Background: an optimization exercise with open tools, aiming at small area, a short achievable clock period and few clock cycles. Do not read the settings as production practice.
In this exercise RTL edits were held to simulation tests only and were not proved equivalent to the original.
Power figures rest on the tool's default switching activity, not on a simulated workload.

<file path="flow/run.sh">
#!/bin/bash
# synth_recipe.tcl (not shown) runs the flow's synth.tcl, then flattens the netlist and writes it again
# the make line also repeats each setting of config.mk as NAME=value (left out here)
make -C /OpenROAD-flow-scripts/flow DESIGN_CONFIG=/design/flow/config.mk WORK_HOME=/design/flow/orfs CLKGATE_MAP_FILE= SYNTH_SCRIPT=/design/flow/synth_recipe.tcl finish
</file>
<file path="flow/config.mk">
export PLATFORM = sky130hd
export DESIGN_NAME = isaq_core
export DESIGN_NICKNAME = isaq_core
export VERILOG_FILES = /design/flow/design.v
export SDC_FILE = /design/flow/constraint.sdc
export NUM_CORES = 4
export LEC_CHECK = 0
export CAP_MARGIN = 20
export CORE_MARGIN = 2
export CORE_UTILIZATION = 30
export PLACE_DENSITY = 0.55
export SLEW_MARGIN = 20
</file>
<file path="flow/constraint.sdc">
create_clock -name core_clock -period 13.0 [get_ports {clk}]
set_input_delay 2.6000 -clock core_clock [delete_from_list [all_inputs] [get_ports {clk}]]
set_output_delay 2.6000 -clock core_clock [all_outputs]
set_load 0.01 [all_outputs]
</file>
<file path="flow/design.v">
module isaq_cache #(
    parameter SLOTS = 32,
    parameter K     = 5            
) (
    input  wire        clk,
    input  wire        rst,
    input  wire        access,     
    input  wire [31:0] key,
    output reg  [31:0] hits,
    output reg  [31:0] misses,
    output wire [31:0] requests
);
    localparam TW = 30 - K;
    reg [SLOTS-1:0] valid;
    reg [TW-1:0]    tags [0:SLOTS-1];
    wire [K-1:0]  idx = key[K+1:2];
    wire [TW-1:0] tag = key[31:K+2];
    wire          hit = valid[idx] && (tags[idx] == tag);
    assign requests = hits + misses;
    always @(posedge clk) begin
        if (rst) begin
            valid    <= {SLOTS{1'b0}};
            hits     <= 32'd0;
            misses   <= 32'd0;
        end else if (access) begin
            if (hit) begin
                hits <= hits + 32'd1;
            end else begin
                misses     <= misses + 32'd1;
                valid[idx] <= 1'b1;
            end
        end
    end
    always @(posedge clk) begin
        if (!rst && access && !hit)
            tags[idx] <= tag;
    end
endmodule
module isaq_core (
    input  wire        clk,
    input  wire        rst,           
    input  wire        start,
    input  wire [31:0] entry,
    input  wire [31:0] arg0,
    input  wire [31:0] arg1,
    input  wire [31:0] arg2,
    input  wire [31:0] arg3,
    output reg  [1:0]  run_state,     
    output wire [31:0] result,
    output reg  [3:0]  fault_code,
    output wire [31:0] fault_pc,
    output wire [31:0] fault_word,
    output wire [31:0] fault_addr,
    output wire [3:0]  flags,
    output wire [15:0] cnt_dp,
    output wire [15:0] cnt_mem,
    output wire [15:0] cnt_br,
    output wire [15:0] cnt_total,
    output wire [15:0] cnt_taken,
    output wire [15:0] cnt_nottaken,
    output wire [31:0] cache_hits,
    output wire [31:0] cache_misses,
    output wire [31:0] cache_requests,
    input  wire [3:0]  dbg_sel,
    output wire [31:0] dbg_rdata,
    output wire        mem_req,
    output wire        mem_we,
    output wire        mem_word,      
    output wire [31:0] mem_addr,
    output wire [31:0] mem_wdata,
    input  wire        mem_ack,
    input  wire [31:0] mem_rdata
);
    localparam [31:0] STACK_TOP  = 32'h0010_0400;
    localparam [1:0] RS_IDLE = 2'd0, RS_RUN = 2'd1, RS_HALT = 2'd2, RS_FAULT = 2'd3;
    localparam [3:0] F_DECODE = 4'd1, F_OOB = 4'd2, F_MISDATA = 4'd3, F_MISFETCH = 4'd4,
                     F_COND = 4'd5, F_PCFIELD = 4'd6, F_NONTERM = 4'd7;
    localparam [1:0] PH_FETCH = 2'd0, PH_MEM = 2'd1, PH_MUL = 2'd2;
    reg [31:0] x [0:14];              
    reg [31:0] pc;                    
    reg        cc_lt, cc_gt;          
    reg [1:0]  phase;
    reg [31:0] ir;
    reg [31:0] ea;
    reg [3:0]  mul_rd;
    reg        fw_en, fa_en;          
    reg [12:0] c_dp, c_mem, c_total, c_taken, c_nt;
    wire running  = (run_state == RS_RUN);
    wire fetching = running && (phase == PH_FETCH);
    wire in_mem   = running && (phase == PH_MEM);
    wire in_mul   = running && (phase == PH_MUL);
    wire start_acc = !rst && !running && start;
    assign result = x[0];
    assign flags  = {cc_lt | cc_gt, cc_gt, cc_lt, cc_lt};
    assign cnt_dp       = {3'd0, c_dp};
    assign cnt_mem      = {3'd0, c_mem};
    assign cnt_total    = {3'd0, c_total};
    assign cnt_taken    = {3'd0, c_taken};
    assign cnt_nottaken = {3'd0, c_nt};
    assign cnt_br       = {3'd0, c_taken + c_nt};
    assign fault_pc   = (run_state == RS_FAULT) ? pc : 32'd0;
    assign fault_word = fw_en ? ir : 32'd0;
    assign fault_addr = fa_en ? ea : 32'd0;
    wire pc_zero  = (pc == 32'd0);
    wire at_limit = c_total[12];                  
    wire pc_mis   = (pc[1:0] != 2'b00);
    wire pc_code  = (pc[31:10] == 22'h20);        
    wire fetch_ok = !at_limit && !pc_mis && pc_code;
    wire [31:0] iw = mem_rdata;
    wire [3:0]  f_op = iw[24:21];
    wire d_bx  = (iw[27:4] == 24'h12FFF1);
    wire d_mul = (iw[27:26] == 2'b00) && (iw[7:4] == 4'b1001);
    wire d_mem = (iw[27:26] == 2'b01);
    wire d_dp  = (iw[27:26] == 2'b00) && !d_bx && !d_mul;
    wire d_br  = (iw[27:25] == 3'b101);
    wire op_add = (f_op == 4'b0100);
    wire op_sub = (f_op == 4'b0010);
    wire op_mov = (f_op == 4'b1101);
    wire op_cmp = (f_op == 4'b1010);
    wire op_wr  = op_add || op_sub || op_mov;
    wire [3:0] sel_a = fetching ? iw[19:16] : dbg_sel;
    wire [3:0] sel_b = fetching ? (d_mul ? iw[11:8] : iw[3:0]) : ir[15:12];
    function [31:0] rreg(input [3:0] i);
        rreg = (i == 4'd15) ? pc : x[i];
    endfunction
    wire [31:0] pa = rreg(sel_a);
    wire [31:0] pb = rreg(sel_b);
    assign dbg_rdata = pa;
    wire        use_reg = iw[26] ? iw[25] : !iw[25];
    wire [31:0] imm     = iw[26] ? {20'd0, iw[11:0]} : {24'd0, iw[7:0]};
    wire [31:0] opb     = use_reg ? pb : imm;
    wire        sub     = !iw[26] && (f_op[2:0] == 3'b010);       
    wire [32:0] addc    = {pa, 1'b1} + {opb ^ {32{sub}}, sub};
    wire [31:0] alu     = addc[32:1];
    wire [31:0] dp_val  = op_mov ? opb : alu;
    wire cmp_zero = (alu == 32'd0);
    wire cmp_neg  = alu[31];
    wire [3:0] f_cond = iw[31:28];
    wire cond_known = (f_cond == 4'b0000) || (f_cond == 4'b0001) ||
                      (f_cond == 4'b1011) || (f_cond == 4'b1100);
    reg  cond_pass;
    always @(*) begin
        case (f_cond)
            4'b0000: cond_pass = !cc_lt && !cc_gt;
            4'b0001: cond_pass = cc_lt || cc_gt;
            4'b1011: cond_pass = cc_lt;
            default: cond_pass = cc_gt;
        endcase
    end
    wire [31:0] pc4    = pc + 32'd4;
    wire [31:0] br_tgt = pc + 32'd8 + {{6{iw[23]}}, iw[23:0], 2'b00};
    wire ls_ld   = iw[20];
    wire ls_byte = iw[22];
    wire ea_code = (alu[31:10] == 22'h20);
    wire ea_data = (alu[31:10] == 22'h400) || (alu[31:8] == 24'h2000);
    wire ls_pcf  = !ls_ld && (iw[15:12] == 4'd15);
    wire ls_mis  = !ls_byte && (alu[1:0] != 2'b00);
    wire ls_oob  = !(ea_data || (ls_ld && ea_code));
    wire exec = fetching && !pc_zero && fetch_ok && mem_ack;
    reg        x_fault;
    reg [3:0]  x_code;
    reg        x_addr;                
    always @(*) begin
        x_fault = 1'b0;
        x_code  = F_DECODE;
        x_addr  = 1'b0;
        if (d_bx || d_mul) begin
        end else if (d_mem) begin
            if (ls_pcf) begin
                x_fault = 1'b1; x_code = F_PCFIELD;
            end else if (ls_mis) begin
                x_fault = 1'b1; x_code = F_MISDATA; x_addr = 1'b1;
            end else if (ls_oob) begin
                x_fault = 1'b1; x_code = F_OOB; x_addr = 1'b1;
            end
        end else if (d_dp) begin
            if (!op_wr && iw[15:12] == 4'd15) begin
                x_fault = 1'b1; x_code = F_PCFIELD;
            end
        end else if (d_br) begin
            if (!cond_known) begin
                x_fault = 1'b1; x_code = F_COND;
            end
        end else begin
            x_fault = 1'b1; x_code = F_DECODE;
        end
    end
    wire br_ok    = d_br && cond_known;
    wire br_taken = br_ok && cond_pass;
    wire        ld_now  = in_mem && mem_ack && ir[20];
    wire [31:0] ld_val  = ir[22] ? {24'd0, mem_rdata[7:0]} : mem_rdata;
    wire [31:0] product = ea * ir;
    wire        wr_fetch = exec && ((d_dp && op_wr) || (br_taken && iw[24]));
    wire        wr_en    = wr_fetch || ld_now || in_mul;
    wire [3:0]  wr_dst   = in_mul ? mul_rd : in_mem ? ir[15:12] : d_br ? 4'd14 : iw[15:12];
    wire [31:0] wr_val   = in_mul ? product : in_mem ? ld_val : d_br ? pc4 : dp_val;
    wire [31:0] wdata    = running ? wr_val : 32'd0;
    wire        wr_pc    = wr_en && (wr_dst == 4'd15);
    integer i;
    always @(posedge clk) begin
        for (i = 0; i < 15; i = i + 1) begin
            if (start_acc || (wr_en && wr_dst == i[3:0]))
                x[i] <= wdata;
        end
        if (start_acc) begin
            x[0]  <= arg0;
            x[1]  <= arg1;
            x[2]  <= arg2;
            x[3]  <= arg3;
            x[13] <= STACK_TOP;
        end
    end
    wire adv_fetch = exec && !x_fault && !d_mem && !d_mul;    
    wire adv_mem   = in_mem && mem_ack;
    reg  [31:0] pc_d;
    always @(*) begin
        if (wr_pc)
            pc_d = wdata;
        else if (fetching && d_bx)
            pc_d = pb;
        else if (fetching && br_taken)
            pc_d = br_tgt;
        else
            pc_d = pc4;
    end
    always @(posedge clk) begin
        if (start_acc)
            pc <= entry;
        else if (adv_fetch || adv_mem || in_mul)
            pc <= pc_d;
    end
    wire ret_dp    = (adv_fetch && d_dp) || in_mul;
    wire ret_br    = adv_fetch && (d_bx || d_br);
    wire ret_taken = adv_fetch && (d_bx || br_taken);
    wire ret_nt    = adv_fetch && d_br && !cond_pass;
    wire ret_any   = ret_dp || ret_br || adv_mem;
    always @(posedge clk) begin
        if (rst) begin
            run_state <= RS_IDLE;
            phase     <= PH_FETCH;
        end else if (!running) begin
            if (start) begin
                phase      <= PH_FETCH;
                run_state  <= RS_RUN;
                fault_code <= 4'd0;
                fw_en      <= 1'b0;
                fa_en      <= 1'b0;
                cc_lt      <= 1'b0;
                cc_gt      <= 1'b0;
                c_dp       <= 13'd0;
                c_mem      <= 13'd0;
                c_total    <= 13'd0;
                c_taken    <= 13'd0;
                c_nt       <= 13'd0;
            end
        end else begin
            if (ret_dp)    c_dp    <= c_dp + 13'd1;
            if (adv_mem)   c_mem   <= c_mem + 13'd1;
            if (ret_any)   c_total <= c_total + 13'd1;
            if (ret_taken) c_taken <= c_taken + 13'd1;
            if (ret_nt)    c_nt    <= c_nt + 13'd1;
            case (phase)
                PH_FETCH: begin
                    if (pc_zero)
                        run_state <= RS_HALT;
                    else if (!fetch_ok) begin
                        run_state  <= RS_FAULT;
                        fault_code <= at_limit ? F_NONTERM : pc_mis ? F_MISFETCH : F_OOB;
                        fa_en      <= !at_limit;
                        ea         <= pc;
                    end else if (mem_ack) begin
                        if (x_fault) begin
                            run_state  <= RS_FAULT;
                            fault_code <= x_code;
                            fw_en      <= 1'b1;
                            fa_en      <= x_addr;
                            ir         <= iw;
                            ea         <= alu;
                        end else if (d_mem) begin
                            phase <= PH_MEM;
                            ir    <= iw;
                            ea    <= alu;
                        end else if (d_mul) begin
                            phase  <= PH_MUL;
                            ir     <= pb;
                            ea     <= pa;
                            mul_rd <= iw[19:16];
                        end else if (d_dp && op_cmp) begin
                            cc_lt <= cmp_neg && !cmp_zero;
                            cc_gt <= !cmp_neg && !cmp_zero;
                        end
                    end
                end
                PH_MEM: begin
                    if (mem_ack)
                        phase <= PH_FETCH;
                end
                default: phase <= PH_FETCH;
            endcase
        end
    end
    assign mem_req   = running && ((phase == PH_FETCH && fetch_ok) || phase == PH_MEM);
    assign mem_we    = in_mem && !ir[20];
    assign mem_word  = !in_mem || !ir[22];
    assign mem_addr  = in_mem ? ea : pc;
    assign mem_wdata = pb;
    isaq_cache #(.SLOTS(32), .K(5)) u_cache (
        .clk      (clk),
        .rst      (rst),
        .access   (exec),
        .key      (iw),
        .hits     (cache_hits),
        .misses   (cache_misses),
        .requests (cache_requests)
    );
endmodule
</file>
==> impl_results.md <==
* Status: complete, no violations
* Share of the synthesized area in the top cell type at 46.6%
* Count of cell types in the netlist at 97
* Post_cts resized at 0
* Layout Nets at 9356
* Row cnt at 202
* GR Overflow Total at 0
* Top_reg_cell synth: edfxtp_1
* Final core area utilization at 36.3%
* CTS Sinks at 1552
* Slew HR at 13.0%
* CTS tree: built
* Synthesized area at 0.0916 mm²
* CTS Root Cell: clkbuf_16
* CTS Hold Buffers Added at 0
* Routed Antenna Nets at 0
* DP Cell Count at 12300
* Reg2Reg Depth at 27
* Hold Path Depth at 2
* Mux cell area share after synthesis at 7.32%
* Leakage power at 41.4 nW
* Post-Synth Adder-Cell Area at 12.7%
* Kind of end point of the critical path: flip-flop
* Simple-Gate Fraction of Synth Area at 11.9%
* Crit path DAT at 12.38 ns
* GR peak layer: met2
* Area leader, netlist: edfxtp_1
* Critical Path RT at 13.56 ns
* Cell with the most instances after synthesis: edfxtp_1
* Power, Total at 18.1 mW
* I/O pin count at 629
* Max cap viols at 0
* VDD IR max at 0.000235 V
* Via-to-Cell Ratio at 5.84
* Compound-Gate Fraction of Synth Area at 10.6%
* DRC viols at 0
* Number of DRC markers in iteration 0 at 11100
* Slowest-stage cell, CP: nor3_2
* First-pass GRT wire length at 593000 µm
* Layout area overhead at 20.2%
* # port buffers at 609
* Yosys reg bits at 1552
* Worst skew pair latency at 0.88 ns
* Starting Density at 30.2%
* Register-to-Register Setup Slack at 2.29 ns
* DIE HEIGHT at 557 µm
* Final Max Tran Viols at 0
* Crit path max fanout at 13
* Pre-antenna DRT Iters at 10
* Final Critical Period at 11.82 ns
* Largest net degree at the start of global routing at 75
* Post-synth EDFFs at 1420
* Hold slack at 0.464 ns
* Post-Route WL at 439000 µm
* Placed Area at 0.104 mm²
* H-tree Lvls at 4
* HPWL after detailed placement at 313000 µm
* Clock Path Buffers at 4
* TritonCTS buffer count at 175
* GR met1 Demand/Resource at 35.9%
* Post-synth top cells: edfxtp_1 (1420), nand2_1 (1064), inv_1 (626)
* Asr flop ratio synth at 0%
* Number of global-route vias before repair at 71500
* Worst r2r dst: fault_code[1]
* Fraction of the yosys area taken by sequential cells at 49.4%
* Global placement routability congestion at 1.04
* Avg WL per Cell at 34.7 µm
* Worst stage delay on the critical path at 0.95 ns
* Largest family of logic cells by synthesized area: adder cells
* Pin slew with the least headroom to its limit at 1.30 ns
* FF-to-FF Start: run_state[0]
* Die W at 557 µm
* Hold Fails Final Rpt at 0
* Non-filler instance count after layout at 12600
* Core ar. at 0.303 mm²
* Initial antenna violation count at 54
* Post-Syn Instances at 7832
* WHS Endpoint: x[13][21]
* Met3 GRT Util at 8.51%
* Postcts setup bufs at 0
* Unrepaired setup endpoints after global routing: false
* Syn. warnings at 3
* Critical Path Source: mem_rdata[7]
* Design Area, Final at 0.110 mm²
* Fin worst setup slack at 1.18 ns
* Syn avg cell area at 11.7 µm²
* Final period util at 90.9%
* Setup slack at placement at 0.689 ns
* Xor and xnor area share after synthesis at 3.22%
* Total track usage at 27.5%
* Crit path launch type: input pin
* HP Start: x[13][21]
* Top cells by area, synth: edfxtp_1 (47%), fa_1 (9.0%), mux4_2 (6.4%)
* Setup TNS Final at 0 ns
* Vias at 73800
* Die footprint at 0.310 mm²
* Final worst clock skew at 0.0806 ns
* Achievable clock frequency at 84.6 MHz
* Worst min path class: flip-flop to flip-flop
* Met2 GRT Util at 40.4%
* Reg clk slew, reported paths at 0.06 ns
* PwrDens at 165 mW/mm²
* CP Class: input pin to flip-flop
* Layout cells sized above 1 at 12.6%
* Number of setup violations in the final report at 0
-- where the power goes --
part | leakage, nW | switching [mW] | total (mW) | internal (mW)
Sequential | 14.1 | 0.189 | 5.88 | 5.69
Combinational | 24.4 | 4.70 | 7.02 | 2.32
Clock | 2.91 | 2.16 | 5.23 | 3.07
-- worst max-delay path by stage --
stage | depth (start not counted) | slack [ns] | end
2_1_floorplan | 33 | 2.57 | fa_en
3_3_place_gp | 28 | 0.81 | fa_en
3_5_place_dp | 28 | 0.69 | fa_en
4_1_cts | 28 | 1.52 | fault_code[1]
5_1_grt | 29 | 1.05 | fault_code[1]
6_report | 30 | 1.18 | fault_code[1]
-- layer usage --
metal | vias up | share of wire (%)
met3 | 1159 | 12
met1 | 37800 | 39
met2 | 5143 | 42
met4 | 18 | 6.6
met5 | - | 0.025
li1 | 29700 | -
-- cell families (layout without fill, tap and decap cells) --
group	Yosys count	in the layout
other	1	56
multiplexers	343	343
buffers and inverters	1151	1922
AND/OR/NAND/NOR	2351	2351
adder cells (fa/ha/maj)	681	681
flip-flops	1552	1552
AO/OA/AOI/OAI	1416	1416
XOR/XNOR	337	337
-- cells in the final DEF, fill, tap and decap left out, types with 56 or more instances in the layout --
cell and n:
o22ai_1 60, mux4_2 260, nand4_1 73, and3_1 88, or3_1 67, buf_4 359, xor2_1 123, clkdlybuf4s50_1 586
a21oi_1 290, and2_1 220, a222oi_1 88, o21ai_0 228, fa_1 411, clkbuf_16 178, a22oi_1 192, xnor2_1 214
a221oi_1 56, nand2_1 1064, ha_1 268, mux2i_1 65, nor2_1 365, edfxtp_1 1420, dfxtp_1 130, nand3_1 186
nor3_1 72, a21o_1 118, inv_1 626
-- area by class of cell --
class                   count  area [µm²]
clock inverters            96        1210
well taps                3978        4980
diodes                     37        92.6
inverters                 628        2360
repair buffers            972        8780
clock buffers             226        4780
flip-flops and latches   1552       45300
fillers                 29500      193000
multi-input cells        5147       42600
-- state kept, by name, indices dropped and copies added (netlist names), 3 cells and up --
signal          cells
c_dp               13
c_mem              13
c_nt               13
c_taken            13
c_total            13
ea                 32
fault_code          3
ir                 32
mul_rd              4
pc                 32
u_cache.hits       32
u_cache.misses     32
u_cache.tags      800
u_cache.valid      32
x                 480
-- worst max-delay path: cells and delay by family --
| family | cells | cell delay, ns |
|---|---|---|
| buffers and inverters | 4 | 1.31 |
| adder cells (fa/ha/maj) | 1 | 0.40 |
| multiplexers | 1 | 0.35 |
| AO/OA/AOI/OAI | 13 | 3.60 |
| XOR/XNOR | 2 | 0.33 |
| AND/OR/NAND/NOR | 9 | 3.76 |
Testbench counts, summed over its fixed seeds: cycles 52,044.

-- re-timing with driven ports --
Ports are ideal in the flow. The routed layout listed here was re-timed in OpenROAD. Step 1, drivers: a clkbuf_16 drives clk and a buf_2 each remaining input, both assumed. Step 2 also shifts input and output timing later by t, the mid clock arrival at the registers, as if the neighbouring blocks saw the same clock. Three values: ideal, step 1, step 2; two values: the first two.
t (ns): 0.939
setup slack, ns: 1.178 / 1.250 / 0.311
latest minus earliest clock arrival (ns): 0.082 / 0.082
pins driven straight from the clock port: 1
After both steps setup and hold are still met in this run. The setup slack of this run moves by +0.072 ns with the drivers and by -0.867 ns with both steps.
